This design comes from an exercise in tuning for small area on the open sky130 flow, not from production work. The RTL was checked by simulation tests, not by an equivalence proof against the original design. No activity file was given, so power comes from the tool's default toggle rates.

==> flow/design.v <==
module rlc_decoder (
    input  wire        clk,
    input  wire        rst,           
    input  wire        arm,
    input  wire [5:0]  cfg_dw,        
    input  wire [4:0]  cfg_c,         
    input  wire [15:0] cfg_limit,     
    input  wire [6:0]  cfg_ratio,     
    output wire        idle,
    input  wire        rx_valid,
    input  wire [7:0]  rx_data,
    output wire        rx_ready,
    output wire        out_valid,
    input  wire        out_ready,
    output wire [31:0] out_data,
    output wire        out_pre,
    output wire        done,
    output wire        done_err,
    output wire [31:0] total_samples,
    output wire [31:0] delay_value
);
    localparam S_IDLE = 3'd0;
    localparam S_DIV  = 3'd1;
    localparam S_ACC  = 3'd2;
    localparam S_EXP  = 3'd3;
    localparam S_DONE = 3'd4;
    reg  [2:0]  state;
    reg  [5:0]  dw;
    reg  [4:0]  c;
    reg  [15:0] limit;
    reg         err;
    reg  [22:0] div_num;
    reg  [6:0]  div_rem;
    reg  [15:0] delay_raw;
    reg  [4:0]  div_cnt;
    reg  [47:0] raw;
    reg  [2:0]  bcnt;
    reg  [15:0] sidx;
    reg  [16:0] rcnt;
    reg  [31:0] total_r;
    reg  [31:0] delay_r;
    wire cfg_ok = (cfg_dw >= 6'd1) && (cfg_dw <= 6'd32) && (cfg_c <= 5'd16) &&
                  (cfg_limit != 16'd0) && (cfg_ratio <= 7'd100);
    wire [6:0]  sum_w     = {1'b0, dw} + {2'b00, c} + 7'd7;
    wire [2:0]  raw_bytes = sum_w[5:3];                   
    wire [6:0]  dsum_w    = {1'b0, dw} + 7'd7;
    wire [2:0]  data_bytes = dsum_w[5:3];                 
    wire [7:0]  rem_shift = {div_rem, div_num[22]};
    wire        rem_ge    = rem_shift >= 8'd100;
    wire [16:0] code_mask = (17'd1 << c) - 17'd1;
    wire [16:0] code      = {1'b0, raw[15:0]} & code_mask;
    wire [47:0] shifted   = raw >> c;
    wire [31:0] data_mask = (data_bytes == 3'd4) ? 32'hFFFFFFFF
                                                 : ((32'd1 << {data_bytes, 3'b000}) - 32'd1);
    wire last_byte   = (bcnt == raw_bytes - 3'd1);
    wire last_rep    = (rcnt == code);
    wire last_sample = (sidx == limit - 16'd1);
    assign idle          = (state == S_IDLE);
    assign rx_ready      = (state == S_ACC);
    assign out_valid     = (state == S_EXP);
    assign out_data      = shifted[31:0] & data_mask;
    assign out_pre       = (sidx < delay_raw);
    assign done          = (state == S_DONE);
    assign done_err      = err;
    assign total_samples = total_r;
    assign delay_value   = delay_r;
    always @(posedge clk) begin
        if (rst) begin
            state     <= S_IDLE;
            dw        <= 6'd0;
            c         <= 5'd0;
            limit     <= 16'd0;
            err       <= 1'b0;
            div_num   <= 23'd0;
            div_rem   <= 7'd0;
            delay_raw <= 16'd0;
            div_cnt   <= 5'd0;
            raw       <= 48'd0;
            bcnt      <= 3'd0;
            sidx      <= 16'd0;
            rcnt      <= 17'd0;
            total_r   <= 32'd0;
            delay_r   <= 32'd0;
        end else begin
            case (state)
                S_IDLE: begin
                    if (arm) begin
                        dw        <= cfg_dw;
                        c         <= cfg_c;
                        limit     <= cfg_limit;
                        err       <= !cfg_ok;
                        div_num   <= (cfg_limit - 16'd1) * cfg_ratio;
                        div_rem   <= 7'd0;
                        delay_raw <= 16'd0;
                        div_cnt   <= 5'd0;
                        bcnt      <= 3'd0;
                        sidx      <= 16'd0;
                        rcnt      <= 17'd0;
                        total_r   <= 32'd0;
                        delay_r   <= 32'd0;
                        state     <= cfg_ok ? S_DIV : S_DONE;
                    end
                end
                S_DIV: begin
                    div_num   <= {div_num[21:0], 1'b0};
                    div_rem   <= rem_ge ? (rem_shift - 8'd100) : rem_shift[6:0];
                    delay_raw <= {delay_raw[14:0], rem_ge};
                    div_cnt   <= div_cnt + 5'd1;
                    if (div_cnt == 5'd22)
                        state <= S_ACC;
                end
                S_ACC: begin
                    if (rx_valid) begin
                        if (bcnt == 3'd0)
                            raw <= {40'd0, rx_data};
                        else
                            raw[bcnt*8 +: 8] <= rx_data;
                        if (last_byte) begin
                            bcnt  <= 3'd0;
                            rcnt  <= 17'd0;
                            state <= S_EXP;
                        end else begin
                            bcnt <= bcnt + 3'd1;
                        end
                    end
                end
                S_EXP: begin
                    if (out_ready) begin
                        total_r <= total_r + 32'd1;
                        if (out_pre)
                            delay_r <= delay_r + 32'd1;
                        if (last_rep) begin
                            if (last_sample) begin
                                state <= S_DONE;
                            end else begin
                                sidx  <= sidx + 16'd1;
                                state <= S_ACC;
                            end
                        end else begin
                            rcnt <= rcnt + 17'd1;
                        end
                    end
                end
                default: begin   
                    state <= S_IDLE;
                end
            endcase
        end
    end
endmodule
==> flow/run.sh <==
#!/bin/bash
# synth_recipe.tcl (not shown) runs the flow's synth.tcl, then flattens the netlist and writes it again
# the make line also repeats each setting of config.mk as NAME=value (left out here)
make -C /OpenROAD-flow-scripts/flow DESIGN_CONFIG=/design/flow/config.mk WORK_HOME=/design/flow/orfs CLKGATE_MAP_FILE= SYNTH_SCRIPT=/design/flow/synth_recipe.tcl finish
==> flow/config.mk <==
export PLATFORM = sky130hd
export DESIGN_NAME = rlc_decoder
export DESIGN_NICKNAME = rlc_decoder
export VERILOG_FILES = /design/flow/design.v
export SDC_FILE = /design/flow/constraint.sdc
export NUM_CORES = 4
export LEC_CHECK = 0
export CAP_MARGIN = 20
export CORE_MARGIN = 2
export CORE_UTILIZATION = 40
export SLEW_MARGIN = 20
==> flow/constraint.sdc <==
create_clock -name core_clock -period 8.0 [get_ports {clk}]
set_input_delay 1.6000 -clock core_clock [delete_from_list [all_inputs] [get_ports {clk}]]
set_output_delay 1.6000 -clock core_clock [all_outputs]
set_load 0.01 [all_outputs]
==> flow_summary_export.csv <==
group,metric,value,unit
run_status,outcome,"timing/DRC/antenna clean",
route,drt_iter0_drc,1197,
logic_synthesis,postSynthCellCount,2305,
sta,final_period_util,0.931,
route,wl_met2,24500,um
clocking,cts_tree,"built",
clocking,clk_pin_slew,60,ps
sta,final.min_clock_period,7450,ps
floorplan,design.die.area,0.0478,mm2
route,dr.pass1.iters,6,
global_route,number_of_antenna_violations_at_the_first_check_in_global_routing,1,
sta,timing.slew.headroom,0.339,
route,avgRoutedWirePerCell,17.0,um
sta,finalWorstSetupSlack,552,ps
logic_synthesis,synth_nets,2507,
route,met3_length,2200,um
cells_and_area,most-common-layout-cells,"sky130_fd_sc_hd__nand2_1 (267), sky130_fd_sc_hd__nor2_1 (231), sky130_fd_sc_hd__dfxtp_1 (226)",
sta,finalMaxSlewViolations,0,
pwr,p_sw,0.00156,W
critical_path,startpoint_type,"primary input",
route,post_drt_via_cell_ratio,5.59,
clocking,cts_hold_repair.buffers,0,
clocking,clock_latency,550,ps
pwr,clockPowerShare,0.298,
global_route,globalRouteTotalUtil,0.211,
logic_synthesis,ys.warnings.count,1,
clocking,htree_levels,1,
cells_and_area,layout.cells.most_common,"sky130_fd_sc_hd__nand2_1",
placement,dp_hpwl,38000,um
logic_synthesis,ys_seq_area_frac,0.250,
pwr,p_per_area,197,mW/mm2
cells_and_area,design.final.nets,2580,
logic_synthesis,yosys_top_cell_area_share,0.250,
floorplan,coreArea,0.0454,mm2
pwr,leakage_power,7.81,nW
cells_and_area,n_fill_cell,4491,
sta,fin_worst_skew,16.7,ps
clocking,clock_tree.buffer_depth,3,
cells_and_area,layout-drive-gt1-share,0.0688,
critical_path,path_class,"primary input to flip-flop",
critical_path,critPathTopFamily,"adder cells",
sta,hold_slack,466,ps
pwr,pwr-share-comb,0.399,
clocking,cts_sink_cnt,230,
logic_synthesis,yosys.cell_types.count,85,
route,highest_metal_layer_used_by_the_detailed_router,"met5",
global_route,number_of_global_route_vias_before_repair,16100,
pwr,power.share.switching,0.373,
critical_path,cell_by_cell_listing_of_the_critical_path,"clkdlybuf4s50_1 -> inv_1 -> ha_1 -> nand2_1 -> nor3_1 -> xnor2_1 -> nor2b_1 -> fa_1 -> fa_1 -> fa_1 -> inv_1 -> fa_1 -> inv_1 -> ha_1 -> nor4_1 -> inv_1 -> o311a_1 -> a211o_1 -> a21oi_1 -> nor2b_1 -> o311ai_0 -> a21oi_1",
flow_run,maxCapViolCount,0,
sta,max_freq,0.134,GHz
global_route,grt_first_pass_wirelength,83600,um
logic_synthesis,synth_top_cell_by_area,"sky130_fd_sc_hd__dfxtp_1",
logic_synthesis,top_cells_by_area_in_the_synthesized_netlist,"sky130_fd_sc_hd__dfxtp_1 (25%), sky130_fd_sc_hd__fa_1 (9.2%), sky130_fd_sc_hd__nand2_1 (5.5%)",
critical_path,timing.critical_path.required,8380,ps
logic_synthesis,synth_seq_cells,230,
critical_path,path_max_fanout,8,
critical_path,timing.critical_path.slowest_stage_cell,"sky130_fd_sc_hd__clkdlybuf4s50_1",
sta,setup_tns,0,ps
logic_synthesis,asyncSetResetFlopFracSynth,0,
critical_path,timing.critical_path.arrival,7830,ps
critical_path,worstSetupEndpointType,"flip-flop",
clocking,cts_resized,0,
floorplan,die_width,219,um
route,route.vias.total,16800,
placement,buffer_ports.inserted,148,
critical_path,cp.buffers_inverters,5,
pwr,p_int,0.00262,W
sta,setup_viol,0,
clocking,cts_setup_buffers,0,
pwr,share_seq_of_total_power,0.303,
hold_path,hold_class,"flip-flop to flip-flop",
logic_synthesis,synth.avg_cell_area,7.99,um2
sta,worst_slew_pin_slew,985,ps
critical_path,timing.critical_path.slowest_cell_delay,670,ps
route,drc,0,
cells_and_area,layout-area-overhead-vs-synth,15.4,%
route,drt-met1-wl,22800,um
logic_synthesis,synth-main-ff-cell,"sky130_fd_sc_hd__dfxtp_1",
sta,timing_hold_violations_final,0,
pwr,vdd.ir_drop.worst,0.135,mV
logic_synthesis,synthesis.area,0.0184,mm2
floorplan,start_util,0.406,
floorplan,die_height,219,um
floorplan,ioPinCount,149,
sta,rsz_0062_raised_after_global_routing,"false",
clocking,clock-root-buffer,"sky130_fd_sc_hd__clkbuf_16",
floorplan,floorplan.rows,78,
route,drt-total-wl,51000,um
placement,place_congestion,0.909,
placement,pre_cts_slack,23.8,ps
route,antenna_left,0,
logic_synthesis,synth_enable_flop_cells,0,
clocking,cts_inserted_buffers,28,
global_route,globalRouteOverflowTotal,0,
global_route,grt_start_max_net_pins,96,
==> synthesized netlist by cell type (7+ instances only) <==
master and n:
sky130_fd_sc_hd__nand2b_1 29, sky130_fd_sc_hd__nor2b_1 104, sky130_fd_sc_hd__and2_1 21, sky130_fd_sc_hd__o211ai_1 21, sky130_fd_sc_hd__or3_1 51, sky130_fd_sc_hd__o21a_1 18, sky130_fd_sc_hd__xor2_1 48, sky130_fd_sc_hd__ha_1 70
sky130_fd_sc_hd__inv_1 150, sky130_fd_sc_hd__nand3b_1 7, sky130_fd_sc_hd__o2111ai_1 9, sky130_fd_sc_hd__nor3_1 30, sky130_fd_sc_hd__nor4_1 11, sky130_fd_sc_hd__mux2i_1 36, sky130_fd_sc_hd__a31oi_1 13, sky130_fd_sc_hd__nand4_1 33
sky130_fd_sc_hd__a22oi_1 64, sky130_fd_sc_hd__fa_1 85, sky130_fd_sc_hd__or2_2 15, sky130_fd_sc_hd__mux4_2 37, sky130_fd_sc_hd__o31ai_1 17, sky130_fd_sc_hd__or4_1 18, sky130_fd_sc_hd__buf_1 21, sky130_fd_sc_hd__clkbuf_1 92
sky130_fd_sc_hd__nand3_1 74, sky130_fd_sc_hd__dfxtp_1 230, sky130_fd_sc_hd__a311oi_1 8, sky130_fd_sc_hd__o21ai_1 7, sky130_fd_sc_hd__o21ai_0 88, sky130_fd_sc_hd__and3_1 22, sky130_fd_sc_hd__a21o_1 15, sky130_fd_sc_hd__buf_2 12
sky130_fd_sc_hd__nand2_1 269, sky130_fd_sc_hd__a211oi_1 22, sky130_fd_sc_hd__a21oi_1 163, sky130_fd_sc_hd__nor2_1 231, sky130_fd_sc_hd__xnor2_1 57
==> worst paths after layout <==
path	start	end	slack, ps	cells after the start
worst max-delay path	cfg_limit[0]	div_num[15]$_SDFFE_PP0P_	550	22
worst min-delay path	div_num[1]$_SDFFE_PP0P_	div_num[1]$_SDFFE_PP0P_	470	2
worst max register to register	c[1]$_SDFFE_PP0P_	rcnt[10]$_SDFFE_PP0P_	2580	19
worst min register to register	div_num[1]$_SDFFE_PP0P_	div_num[1]$_SDFFE_PP0P_	470	2
==> logic make-up (layout without fill, tap and decap cells) <==
kind of cell / Yosys count / count (layout) / synth area share
XOR/XNOR: 106 / 106 / 0.0512
flip-flops: 230 / 230 / 0.250
adder cells (fa/ha/maj): 155 / 155 / 0.140
AO/OA/AOI/OAI: 507 / 507 / 0.177
multiplexers: 79 / 79 / 0.0685
other: 0 / 1 / 0
buffers and inverters: 281 / 374 / 0.0595
AND/OR/NAND/NOR: 947 / 947 / 0.254
==> routing by layer <==
layer,track usage,vias to the layer above
li1,-,8211
met1,0.273,8068
met2,0.361,377
met3,0.0298,104
met4,0.0685,2
met5,0,-
==> layout make-up <==
| cell class | count | area [um2] | share of cell area |
|---|---|---|---|
| tap | 600 | 751 | 0.0353 |
| sequential | 230 | 4610 | 0.217 |
| inverter | 153 | 574 | 0.0270 |
| clock buffer | 41 | 851 | 0.0401 |
| timing repair buffer | 171 | 1660 | 0.0779 |
| multi-input combinational | 1794 | 12700 | 0.600 |
| clock inverter | 9 | 57.6 | 0.00271 |
| antenna | 1 | 2.50 | 0.000118 |
==> sequential cells by signal (all words and copies together), names as in the netlist <==
| signal | flops |
|---|---|
| rcnt | 17 |
| err | 1 |
| bcnt | 3 |
| delay_raw | 16 |
| sidx | 16 |
| dw | 6 |
| raw | 48 |
| limit | 16 |
| delay_r | 32 |
| div_cnt | 5 |
| state | 3 |
| c | 5 |
| div_rem | 7 |
| div_num | 23 |
| total_r | 32 |
==> power by group through the flow <==
stage,combinational (W),clock (W),sequential [W]
5_1_grt,0.00190,0.00132,0.00128
3_5_place_dp,0.00167,0,0.00129
3_3_place_gp,0.00163,0,0.00129
2_1_floorplan,0.00132,0,0.00126
4_1_cts,0.00168,0.00127,0.00127
6_report,0.00167,0.00124,0.00127
==> per-stage QoR <==
stage	power, W	area (um2)	std cells	utilization
after global placement	0.00292	20300	2947	0.448
after detailed placement	0.00296	20300	2947	0.448
after CTS	0.00422	21200	2997	0.468
after global routing	0.00449	21200	2998	0.468
final	0.00418	21200	2999	0.468
after floorplan	0.00258	18400	2305	-
==> worst reg2reg max path: cells and delay by family (launching register included) <==
family,cells,cell delay (ps)
simple gates,3,780
fa+ha+maj,3,680
flops,1,310
compound gates,6,2060
buf+inv,4,1030
xor+xnor,3,480

port drivers added, routing unchanged:
In the flow no input, the clock included, has a driving cell. The finished layout below was timed again as built, in two steps. Step 1 sets driving cells, clkbuf_16 on the clock port and buf_2 on the other inputs (assumed; they add their load-dependent delay and slew). Step 2, shift: input delay + t, output delay - t, t = (earliest + latest rising clock arrival at the registers) / 2. This alone moves slack from input paths to output paths. Three values: ideal, step 1, step 2; two values: the first two.
t (ns): 0.601
setup WS [ns]: 0.552 / 0.579 / -0.022
worst data-port slew with drivers (ns): 0.07
With both steps, setup timing fails in this run, where it was met with ideal ports. The setup slack of this run moves by +0.027 ns with the drivers and by -0.574 ns with both steps.
